This design comes from an exercise in tuning for a short achievable clock period and few clock cycles per item on the open sky130 flow, not from production work.
Where RTL was checked, it was by simulation tests only, not by an equivalence proof against the original.
The flow treats the clock pin as an ideal source. Dropping or thinning the clock tree relies on that and would not hold on a real chip.
Power is estimated from default activity; no workload was simulated.

the reference run:
==> flow/design.v (excerpt) <==
module gfe (
    input  wire        clk,
    input  wire        rst,           
    input  wire        cfg_mode,      
    input  wire [3:0]  cfg_base_col,  
    input  wire        in_valid,
    output wire        in_ready,
    input  wire [7:0]  in_data,
    output wire        out_valid,
    input  wire        out_ready,
    output wire [7:0]  out_data,
    input  wire        stat_rd,
    input  wire [7:0]  stat_addr,
    output reg         stat_rvalid,
    output reg  [31:0] stat_rdata
);
    localparam [2:0] S_LISTEN = 3'd0,
                     S_ACCUM  = 3'd1,
                     S_RENDER = 3'd2,
                     S_ACK    = 3'd3,
                     S_DIAG   = 3'd4,
                     S_FAULT  = 3'd5;
    localparam [3:0] C_EOF_AT_BOUNDARY = 4'd1,
                     C_EOF_MID_FRAME   = 4'd2,
                     C_RX_OVERRUN      = 4'd3,
                     C_NET_READ_ERROR  = 4'd4,
                     C_ACK_WRITE_ERROR = 4'd5,
                     C_DISPLAY_ERROR   = 4'd6,
                     C_PROTOCOL        = 4'd7;
    localparam [7:0] T_NET_ACCEPT   = 8'h10,
                     T_NET_READ     = 8'h11,
                     T_NET_WRITE    = 8'h12,
                     T_DISP_CLEAR   = 8'h20,
                     T_DISP_TEXT    = 8'h21,
                     T_DISP_LOAD    = 8'h22,
                     T_DISP_CURSOR  = 8'h23,
                     T_DISP_CHAR    = 8'h24;
    localparam [7:0] T_NET_ACCEPTED = 8'h18,
                     T_NET_DATA     = 8'h19,
                     T_NET_READ_ERR = 8'h1A,
                     T_NET_WR_DONE  = 8'h1B,
  ...
Size: ~2,400 cells after synthesis, ~69 I/O pins.
clock: 5.5 ns
lec_check: 0
cap_margin: 20
core_margin: 2
core_utilization: 40
place_density: 0.6
setup_slack_margin: 4.0
slew_margin: 20
synth_hierarchical: 1
standard.sh (not shown) runs the stock make flow with config.mk's settings and CLKGATE_MAP_FILE= SYNTH_SCRIPT=/design/flow/synth_recipe.tcl, a recipe that flattens the netlist after the stock synthesis.
==> flow/flow/run.sh <==
#!/bin/bash
# The standard layout (the standard.sh: ORFS from synthesis to the final
# layout), except that the clock tree is built by flow/cts_tree.tcl: four
# clkinv_16 fed by the clock port, each driving clkinv_8 that each drive a
# group of nearby flip-flops (two inverting stages on every clock path, so
# the flip-flops see the clock's own polarity).
# The make output goes to flow_make.log here; ORFS keeps each step's log
# under orfs/logs/.
set -euo pipefail
export PRE_CTS_TCL="$PWD/flow/cts_tree.tcl"
export TREE_PER_LEAF=24
export TREE_ROOT_CELL=sky130_fd_sc_hd__clkinv_16
export TREE_LEAF_CELL=sky130_fd_sc_hd__clkinv_8
bash standard.sh > flow_make.log 2>&1
Other scripts of this flow, unchanged in this note and not shown: flow/flow/cts_tree.tcl
Both conditions hold for the reference run: the flow ran to the end and the final layout passed the timing, DRC and antenna checks.
> inputs changed (the reference run -> the trial run)
# the reference run
export LEC_CHECK = 0
export CAP_MARGIN = 20
export CORE_MARGIN = 2
export CORE_UTILIZATION = 40
export PLACE_DENSITY = 0.6
export SETUP_SLACK_MARGIN = 4.0
export SLEW_MARGIN = 20
export SYNTH_HIERARCHICAL = 1
create_clock -name core_clock -period 5.5 [get_ports {clk}]
# the trial run
export LEC_CHECK = 0
export CAP_MARGIN = 20
export CORE_MARGIN = 2
export CORE_UTILIZATION = 40
export PLACE_DENSITY = 0.6
export SETUP_SLACK_MARGIN = 3.65
export SLEW_MARGIN = 20
export SYNTH_HIERARCHICAL = 1
create_clock -name core_clock -period 5.5 [get_ports {clk}]
Findings:
The trial run vs the reference run: met2 wire length down in the trial run. Delta (the trial run minus the reference run): growth of design area from synthesis to finish has decreased; cell count has decreased.
Function was not checked in any run of this note: the RTL went through the layout flow alone. No run of this note takes its clock network from TritonCTS; it comes from the design's own scripts or RTL.

* * *

gfe, a different RTL version from the one above (not shown whole).
Size in the first run: about 860 flip-flops, roughly 69 I/O pins, about 33000 um^2 of cells after synthesis.
==> flow/config.mk <==
export PLATFORM = sky130hd
export DESIGN_NAME = gfe
export DESIGN_NICKNAME = gfe
export VERILOG_FILES = /design/flow/design.v
export SDC_FILE = /design/flow/constraint.sdc
export NUM_CORES = 4
export LEC_CHECK = 0
export CAP_MARGIN = 20
export CORE_MARGIN = 2
export CORE_UTILIZATION = 40
export PLACE_DENSITY = 0.6
export SETUP_SLACK_MARGIN = 3.5
export SLEW_MARGIN = 20
export SYNTH_HIERARCHICAL = 1
==> flow/constraint.sdc <==
create_clock -name core_clock -period 5.5 [get_ports {clk}]
set_input_delay 1.1000 -clock core_clock [delete_from_list [all_inputs] [get_ports {clk}]]
set_output_delay 1.1000 -clock core_clock [all_outputs]
set_load 0.01 [all_outputs]
==> flow/flow/run.sh <==
#!/bin/bash
# The standard layout (the standard.sh: ORFS from synthesis to the final
# layout), except that the clock tree is built by flow/cts_tree.tcl: four
# root buffers fed by the clock port, each driving leaf buffers that each
# drive a group of nearby flip-flops (two buffer levels on every clock path).
# The make output goes to flow_make.log here; ORFS keeps each step's log
# under orfs/logs/.
set -euo pipefail
export PRE_CTS_TCL="$PWD/flow/cts_tree.tcl"
export TREE_PER_LEAF=32
bash standard.sh > flow_make.log 2>&1
Other scripts of this flow, unchanged in this note and not shown: flow/flow/cts_tree.tcl
Testbench counts at the start, summed over its fixed seeds: cycles 88,757, frames 384.
Rerun with:
CORE_UTILIZATION = 55   (was 40)
PLACE_DENSITY = 0.75   (was 0.6)
The changed run finished clean; worst setup slack degrades by 0.031 ns; sequential power is about the same; fmax falls slightly; power falls slightly; global-route usage is higher by 5.3 points; routed wire length decreases by a few percent; synthesized area does not change.
Rerun with:
CORE_UTILIZATION = 40   (was 55)
PLACE_DENSITY = 0.6   (was 0.75)
SETUP_SLACK_MARGIN = 3.8   (was 3.5)
What happened: The changed run went through all stages and came out clean; final area goes up by 9.9%; global-route usage falls by 4.0 points; worst setup slack degrades by 0.0078 ns; total power grows by 1.4%; sequential share of layout area shrinks by 5.4 points; synthesized area does not change; die area increases by 37%; core utilization goes down by 12 points.
No run of this note takes its clock network from TritonCTS; it comes from the design's own scripts or RTL.

* * *

Another version of the RTL of gfe (not shown whole).
Size: ~870 flip-flops, about 69 I/O pins, about 33000 µm² of cells after synthesis.
Design gfe, start of the top module:
module gfe (
    input  wire        clk,
    input  wire        rst,           
    input  wire        cfg_mode,      
    input  wire [3:0]  cfg_base_col,  
    input  wire        in_valid,
    output wire        in_ready,
    input  wire [7:0]  in_data,
    output wire        out_valid,
    input  wire        out_ready,
    output wire [7:0]  out_data,
    input  wire        stat_rd,
    input  wire [7:0]  stat_addr,
    output reg         stat_rvalid,
    output reg  [31:0] stat_rdata
);
    localparam [2:0] S_LISTEN = 3'd0,
                     S_ACCUM  = 3'd1,
                     S_RENDER = 3'd2,
                     S_ACK    = 3'd3,
                     S_DIAG   = 3'd4,
                     S_FAULT  = 3'd5;
    localparam [3:0] C_EOF_AT_BOUNDARY = 4'd1,
                     C_EOF_MID_FRAME   = 4'd2,
                     C_RX_OVERRUN      = 4'd3,
                     C_NET_READ_ERROR  = 4'd4,
                     C_ACK_WRITE_ERROR = 4'd5,
  ...
==> flow/config.mk <==
export PLATFORM = sky130hd
export DESIGN_NAME = gfe
export DESIGN_NICKNAME = gfe
export VERILOG_FILES = /design/flow/design.v
export SDC_FILE = /design/flow/constraint.sdc
export NUM_CORES = 4
export LEC_CHECK = 0
export CAP_MARGIN = 20
export CORE_MARGIN = 2
export CORE_UTILIZATION = 40
export PLACE_DENSITY = 0.6
export SETUP_SLACK_MARGIN = 3.5
export SLEW_MARGIN = 20
export SYNTH_HIERARCHICAL = 1
==> flow/constraint.sdc <==
create_clock -name core_clock -period 5.5 [get_ports {clk}]
set_input_delay 1.1000 -clock core_clock [delete_from_list [all_inputs] [get_ports {clk}]]
set_output_delay 1.1000 -clock core_clock [all_outputs]
set_load 0.01 [all_outputs]
Scripts as last shown in full above: flow/flow/run.sh
Other scripts of this flow, unchanged in this note and not shown: flow/flow/cts_tree.tcl
Testbench counts at the start, summed over its fixed seeds: cycles 88,757, frames 384.
Change:
Settings changed: CORE_UTILIZATION 40 to 55, PLACE_DENSITY 0.6 to 0.75.
Result:
- design area came out lower by 1.5%
- setup slack gains 27 ps
- power falls by 0.66%
- cell count fell by 8.0%
- clock skew barely changes
- critical path depth came out higher by 1
- combinational power goes down by 4.3%
- via count is higher by 1.2%
- first-iteration DRC count is higher by 31%
- global-route usage went up by 5.4 points
- routed wire length came out lower by 6.5%
In every run of this note, the design's own scripts or RTL, not TritonCTS, make the clock network.

-- static timing again, ports no longer ideal --
The results above use ideal ports. As a check the final layouts listed here were re-extracted and re-timed, cells and wires unchanged.
Step 1 (the two cells are an assumption about what drives the block):
set clk [get_ports {clk}]
set_driving_cell -lib_cell sky130_fd_sc_hd__clkbuf_16 $clk
set_driving_cell -lib_cell sky130_fd_sc_hd__buf_2 [delete_from_list [all_inputs] $clk]
Step 2 times the ports against the registers' clock, not the clock port: input delays grow and output delays shrink by t, the midpoint of the rising clock arrivals with the driver on.
Slacks: ideal / step 1 / step 2; pairs: ideal / step 1.
run | t, ns | setup slack, ns | worst setup path after step 2 | clock arrival spread, ns | worst slew at a driven data input, ns
the reference run | 0.534 | 3.385 / 3.174 / 2.640 | input to register | 0.027 / 0.027 | 0.79
the trial run | 0.538 | 3.424 / 3.333 / 3.118 | input to register | 0.025 / 0.025 | 0.23
the first run of note 2 | 0.528 | 3.522 / 3.389 / 3.055 | input to register | 0.026 / 0.027 | 0.12
the second run of note 2 | 0.515 | 3.492 / 3.364 / 3.061 | input to register | 0.025 / 0.024 | 0.12
the third run of note 2 | 0.528 | 3.484 / 3.353 / 3.173 | input to register | 0.034 / 0.035 | 0.20
the first run of note 3 | 0.534 | 3.442 / 3.363 / 2.997 | input to register | 0.025 / 0.025 | 0.09
the second run of note 3 | 0.515 | 3.469 / 3.357 / 3.014 | input to register | 0.028 / 0.028 | 0.07
After both steps setup and hold are still met in every run listed. For the reference run, which loses most, drivers alone change the setup slack by -0.211 ns; drivers and shift together by -0.745 ns.
